What follows belongs to an exercise in optimizing a design on an open flow for a short achievable clock period and few clock cycles; a production flow would make more cautious choices. The RTL was checked by simulation tests, not by an equivalence proof against the original design. Power and IR drop assume default switching activity.

// ycpu_core
module ycpu_core (
    input  wire        clk,
    input  wire        rst,           
    output reg         bus_req,
    output reg         bus_we,
    output reg  [1:0]  bus_sel,       
    output reg  [14:0] bus_addr,
    output reg  [7:0]  bus_wdata,
    input  wire        bus_ack,
    input  wire        bus_err,
    input  wire [7:0]  bus_rdata,
    output wire        halted,
    output wire        fault,
    output wire [7:0]  pc_out
);
Size in the first run: ~140 flip-flops, roughly 49 I/O pins.
clock: 15.0 ns
lec_check: 0
cap_margin: 20
core_margin: 2
core_utilization: 40
slew_margin: 20
standard.sh (not shown) runs the stock make flow with config.mk's settings and CLKGATE_MAP_FILE= SYNTH_SCRIPT=/design/flow/synth_recipe.tcl, a recipe that flattens the netlist after the stock synthesis.
==> flow/flow/run.sh <==
#!/bin/bash
# Standard ORFS layout with two changes to how it is made:
#  - synthesis leaves adders to ABC instead of mapping them to full-adder
#    cells first (ADDER_MAP_FILE empty), so they are timing-optimised like
#    the rest of the logic; registers are unchanged;
#  - timing repair aims well past the clock period (SETUP_SLACK_MARGIN 10),
#    so that the achieved period shrinks.
# Full tool output goes to the ORFS logs (orfs/logs/...) and to standard.log.
set -euo pipefail
bash standard.sh finish SETUP_SLACK_MARGIN=10 ADDER_MAP_FILE= > standard.log 2>&1
Testbench counts at the start, summed over its fixed seeds: cycles 46,032.
Change:
--- a/flow/flow/run.sh
+++ b/flow/flow/run.sh
@@ -5,3 +5,3 @@
 #    the rest of the logic; registers are unchanged;
-#  - timing repair aims well past the clock period (SETUP_SLACK_MARGIN 10),
+#  - timing repair aims well past the clock period (SETUP_SLACK_MARGIN 11.5),
 #    so that the achieved period shrinks.
@@ -9,2 +9,2 @@
 set -euo pipefail
-bash standard.sh finish SETUP_SLACK_MARGIN=10 ADDER_MAP_FILE= > standard.log 2>&1
+bash standard.sh finish SETUP_SLACK_MARGIN=11.5 ADDER_MAP_FILE= > standard.log 2>&1
After rerunning: Flip-flop and latch count is unchanged. Utilization goes up by 13 points. Die area stays the same. Final area goes up by 28%.
Change:
==> flow/flow/run.sh (replaced) <==
#!/bin/bash
# Standard ORFS layout, with timing repair aiming well past the clock period
# so that the achieved period shrinks. Full tool output goes to the ORFS logs
# (orfs/logs/...) and to standard.log in the work folder.
set -euo pipefail
bash standard.sh finish SETUP_SLACK_MARGIN=10 > standard.log 2>&1
The new run produced a clean layout. Synthesized cell count fell by 6.4%. Synthesized area rose by 4.3%. Die area rose by 4.2%. Wire length fell by 6.1%. Sequential cell count stays the same. Final area fell by 15%. Global-route usage fell by 3.3 points. Clock skew fell by 0.0087 ns.

========
Another version of the RTL of ycpu_core (not shown whole).
Size: roughly 2300 cells after synthesis, roughly 130 flip-flops, ~49 I/O pins, roughly 17000 um^2 of cells after synthesis.
Settings: LEC_CHECK=0, CAP_MARGIN=20, CORE_MARGIN=2, CORE_UTILIZATION=40, SLEW_MARGIN=20; clock period 15.0 ns.
run.sh (not shown) runs the stock make flow with config.mk's settings and CLKGATE_MAP_FILE= SYNTH_SCRIPT=/design/flow/synth_recipe.tcl, a recipe that flattens the netlist after the stock synthesis.
Stock flow here: none of the scripts above is used.
Testbench counts at the start, summed over its fixed seeds: cycles 42,446.
Edit:
==> flow/flow/run.sh (new file) <==
#!/bin/bash
# Standard ORFS layout, with timing repair aiming well past the clock period
# so that the achieved period shrinks. Full tool output goes to the ORFS logs
# (orfs/logs/...) and to standard.log in the work folder.
set -euo pipefail
bash standard.sh finish SETUP_SLACK_MARGIN=10 > standard.log 2>&1
==> flow/standard.sh (new file) <==
#!/bin/bash
# synth_recipe.tcl (not shown) runs the flow's synth.tcl, then flattens the netlist and writes it again
# the make line also repeats each setting of config.mk as NAME=value (left out here)
make -C /OpenROAD-flow-scripts/flow DESIGN_CONFIG=/design/flow/config.mk WORK_HOME=/design/flow/orfs CLKGATE_MAP_FILE= SYNTH_SCRIPT=/design/flow/synth_recipe.tcl "${@:-finish}"
removed: flow/run.sh
- clock-buffer cell count falls by 1
- combinational power rises by 40%
- setup slack gets better by 1.9 ns
- routed wire length rises by 6.5%
- power rises by 10%
- synthesized cell count stays the same
Edit:
==> flow/run.sh (new file) <==
#!/bin/bash
# synth_recipe.tcl (not shown) runs the flow's synth.tcl, then flattens the netlist and writes it again
# the make line also repeats each setting of config.mk as NAME=value (left out here)
make -C /OpenROAD-flow-scripts/flow DESIGN_CONFIG=/design/flow/config.mk WORK_HOME=/design/flow/orfs CLKGATE_MAP_FILE= SYNTH_SCRIPT=/design/flow/synth_recipe.tcl finish
Settings changed: ABC_CLOCK_PERIOD_IN_PS set to 4000, SETUP_SLACK_MARGIN set to 5.
removed: flow/flow/run.sh
removed: flow/standard.sh
Outcome: Final area goes down by 16%. Clock-buffer cell count rose by 1. Via count fell by about 6%. Core utilization goes down by 8.7 points. Global-route usage is lower by 1.9 points. Maximum frequency came out lower by about 24%. Wire length drops by about 6%. Setup slack degrades by 1.9 ns. Die area is unchanged.

-- static timing again, ports no longer ideal --
No port has a modelled driver above. Below, the same layouts with a new extraction and two added sets of constraints. Step 1 assumes that a clkbuf_16 drives the clock port and a buf_2 every other input. Step 2 adds t to the input delays and takes it off the output delays; t is the mean of the earliest and latest rising clock arrival at the registers after step 1. Input paths then give back, and output paths get back, about the clock's delay inside the block. Three values: ideal ports, drivers, drivers and shift; two values: the first two.
run | t (ns) | setup slack, ns | hold slack, ns | worst register clock-pin slew, ns
the first run of note 1 | 0.520 | 10.051 / 10.004 / 9.565 | 0.540 / 0.540 / 0.540 | 0.08 / 0.08
the second run of note 1 | 0.540 | 10.526 / 10.522 / 9.981 | 0.563 / 0.563 / 0.563 | 0.09 / 0.09
the third run of note 1 | 0.522 | 10.006 / 10.006 / 9.526 | 0.481 / 0.481 / 0.481 | 0.08 / 0.08
the first run of note 2 | 0.546 | 7.048 / 7.086 / 6.540 | 0.479 / 0.479 / 0.479 | 0.08 / 0.08
the second run of note 2 | 0.550 | 8.943 / 8.962 / 8.411 | 0.475 / 0.475 / 0.475 | 0.07 / 0.07
the third run of note 2 | 0.546 | 7.048 / 7.086 / 6.540 | 0.479 / 0.479 / 0.479 | 0.08 / 0.08
After both steps every run listed still meets setup and hold. The setup slack of the second run of note 1, which loses most, moves by -0.004 ns with the drivers and by -0.545 ns with both steps.
